Context: an optimization exercise on an open-source flow, tuned for small area, a short achievable clock period and few clock cycles. The choices shown serve that exercise and are no tape-out recipe. Function was checked by simulation only, so behaviour that the tests miss may differ from the original. No activity file was given, so power comes from the tool's default toggle rates.

## ember
Design xbee_rx, start of the top module:
module xbee_rx #(
    parameter RX_CAP = 128            
) (
    input  wire       clk,
    input  wire       rst,            
    input  wire       api_mode,       
    input  wire       in_valid,
    output wire       in_ready,
    input  wire [7:0] in_data,
    output wire       out_valid,
    input  wire       out_ready,
    output wire [7:0] out_data,
    output wire       out_last,
    output wire       out_fault,      
    output wire       out_chk_err     
);
For scale: ~2900 cells after synthesis, about 26 I/O pins, about 46000 sq um of cells after synthesis.
Settings: LEC_CHECK=0, CAP_MARGIN=20, CORE_MARGIN=2, CORE_UTILIZATION=40, SETUP_SLACK_MARGIN=3.6, SLEW_MARGIN=20; clock period 6.0 ns.
run.sh (not shown) runs the stock make flow with config.mk's settings and CLKGATE_MAP_FILE= SYNTH_SCRIPT=/design/flow/synth_recipe.tcl, a recipe that flattens the netlist after the stock synthesis.
ember finished every step from synthesis to the final layout, and the layout passed the timing, DRC and antenna checks.
Testbench counts of ember, summed over its fixed seeds: cycles 28,916.
The inputs of quartz differ from those of ember as listed below.
- CORE_UTILIZATION changed from 40 to 60
Findings:
The total half-perimeter wirelength after legalization and detailed placement of quartz falls short of that of ember by 2.1%.
Looking only at area growth from synthesis to layout, and setting everything else aside, the higher value of quartz and ember goes to ember.
Final cell area: quartz below ember
Between ember and quartz, the sequential cell area in the final layout figures differ only marginally.
Compared with ember, quartz shows a buffers plus inverters on the worst setup path that is 2 lower.
What quartz reported for count of instances resized after the clock tree is built has to be multiplied by 1.08 to get the figure for ember.
Taking ember as the reference, in quartz fmax went down 2.4%; multi-input gate share of total cell area has increased; data required time at the worst endpoint went down; routed wire length now sits lower.
## Diff of input files: amber against quartz
- SETUP_SLACK_MARGIN: 3.6 -> 3.3
- CORE_UTILIZATION: 60 -> 40
Findings:
amber: no failed stages, no open violations at the end
quartz ran to completion and came out clean on the timing, DRC and antenna checks.
[compare] base=quartz new=amber: layout buffer count excluding clock buffers shrank by 39%, die area grew by 49%, utilization of the core after routing shrank by 23 points, fill cell instance count of the final layout grew by 4571.

* * *

Another version of the RTL of xbee_rx (not shown whole).
Size in the first run: roughly 1200 flip-flops, about 46000 um^2 of cells after synthesis.
Design xbee_rx, start of the top module:
module xbee_rx #(
    parameter RX_CAP = 128            
) (
    input  wire       clk,
    input  wire       rst,            
    input  wire       api_mode,       
    input  wire       in_valid,
    output wire       in_ready,
    input  wire [7:0] in_data,
    output wire       out_valid,
    input  wire       out_ready,
    output wire [7:0] out_data,
    output wire       out_last,
    output wire       out_fault,      
    output wire       out_chk_err     
);
Settings: LEC_CHECK=0, CAP_MARGIN=20, CORE_MARGIN=2, CORE_UTILIZATION=60, GPL_TIMING_DRIVEN=1, SETUP_SLACK_MARGIN=3.6, SLEW_MARGIN=20; clock period 6.0 ns.
Testbench counts at the start, summed over its fixed seeds: cycles 28,916.
Rerun with:
- GPL_TIMING_DRIVEN: 1 -> not set
- SETUP_SLACK_MARGIN: 3.6 -> 3.7
What happened: Area after synthesis stays the same. First-iteration DRC count falls by 2.6%. Final area rises by about 2%. Utilization rises by 1.4 points.
Rerun with:
- SETUP_SLACK_MARGIN: 3.7 -> 3.8
Result: The new run produced a clean layout. Clock skew came out lower by 0.0036 ns. Non-clock buffer count came out higher by 20. Area after synthesis does not change. Wire length came out higher by 2.5%. Via count came out higher by 0.90%. Setup slack degrades by 0.010 ns.
Rerun with:
- GPL_TIMING_DRIVEN: not set -> 1
- SETUP_SLACK_MARGIN: 3.8 -> 4.0
Effect: Critical path depth climbs by 4. Total power climbs by 5.4%. Clock power climbs by about 3%. Non-clock buffer count climbs by 147. Utilization climbs by 3.7 points. Combinational power climbs by 32%. Worst hold slack loses 0.0037 ns.
Rerun with:
- CORE_UTILIZATION: 60 -> 70
- SETUP_SLACK_MARGIN: 4.0 -> 3.8
Synthesized area stays the same. Utilization came out higher by 7.0 points. Total power goes down by about 5%. Cell area falls by about 6%. Combinational power goes down by 20%. Wire length falls by about 10%. Via count falls by about 3%. Die area is lower by about 14%. Non-clock buffer count shrinks by 134. Clock power decreases by 4.6%.
Rerun with:
- CORE_UTILIZATION: 70 -> 60
Effect: Die area came out higher by 16%; first-iteration DRC count goes down by 16%; cell count grows by 4.1%; cell area rose by 0.92%; power is about the same; global-route usage is lower by 4.6 points; sequential power stays flat; via count drops by 2.8%; core utilization fell by 11 points; critical path depth does not change.

separate check: timing with driven ports:
The flow's constraints put no driver on any port. The routed layouts listed below were extracted and timed again, unchanged, in two steps. Step 1: set_driving_cell puts a clkbuf_16 on clk and a buf_2 on each other input, an assumption about the parent block. Step 2 moves the port delays by t, midway between the first and last clock arrival at a register: inputs arrive t later, outputs are due t later. That takes back most of the time a late clock gives input paths. a / b / c = ideal / step 1 / step 2; a / b = the first two.
| run | shift t [ns] | slack for setup (ns) | hold WS [ns] | clock arrival spread, ns | pins driven straight from the clock port |
|---|---|---|---|---|---|
| ember | 0.772 | 3.544 / 3.518 / 2.873 | 0.447 / 0.447 / 0.447 | 0.050 / 0.049 | 1 |
| quartz | 0.742 | 3.484 / 3.484 / 2.990 | 0.429 / 0.429 / 0.429 | 0.017 / 0.017 | 1 |
| amber | 0.774 | 3.232 / 3.232 / 2.690 | 0.451 / 0.451 / 0.451 | 0.048 / 0.049 | 1 |
| the first run of note 2 | 0.750 | 3.584 / 3.538 / 3.012 | 0.437 / 0.437 / 0.437 | 0.027 / 0.027 | 1 |
| the second run of note 2 | 0.752 | 3.605 / 3.532 / 3.149 | 0.445 / 0.445 / 0.445 | 0.036 / 0.035 | 1 |
| the third run of note 2 | 0.754 | 3.594 / 3.526 / 3.055 | 0.445 / 0.445 / 0.445 | 0.033 / 0.033 | 1 |
| the fourth run of note 2 | 0.766 | 3.411 / 3.411 / 3.075 | 0.441 / 0.441 / 0.441 | 0.024 / 0.023 | 1 |
| the fifth run of note 2 | 0.746 | 3.583 / 3.516 / 3.108 | 0.449 / 0.449 / 0.449 | 0.040 / 0.040 | 1 |
| the sixth run of note 2 | 0.754 | 3.594 / 3.526 / 3.055 | 0.445 / 0.445 / 0.445 | 0.033 / 0.033 | 1 |
After both steps setup and hold are still met in every run listed. The setup slack of ember, which loses most, moves by -0.026 ns with the drivers and by -0.671 ns with both steps.
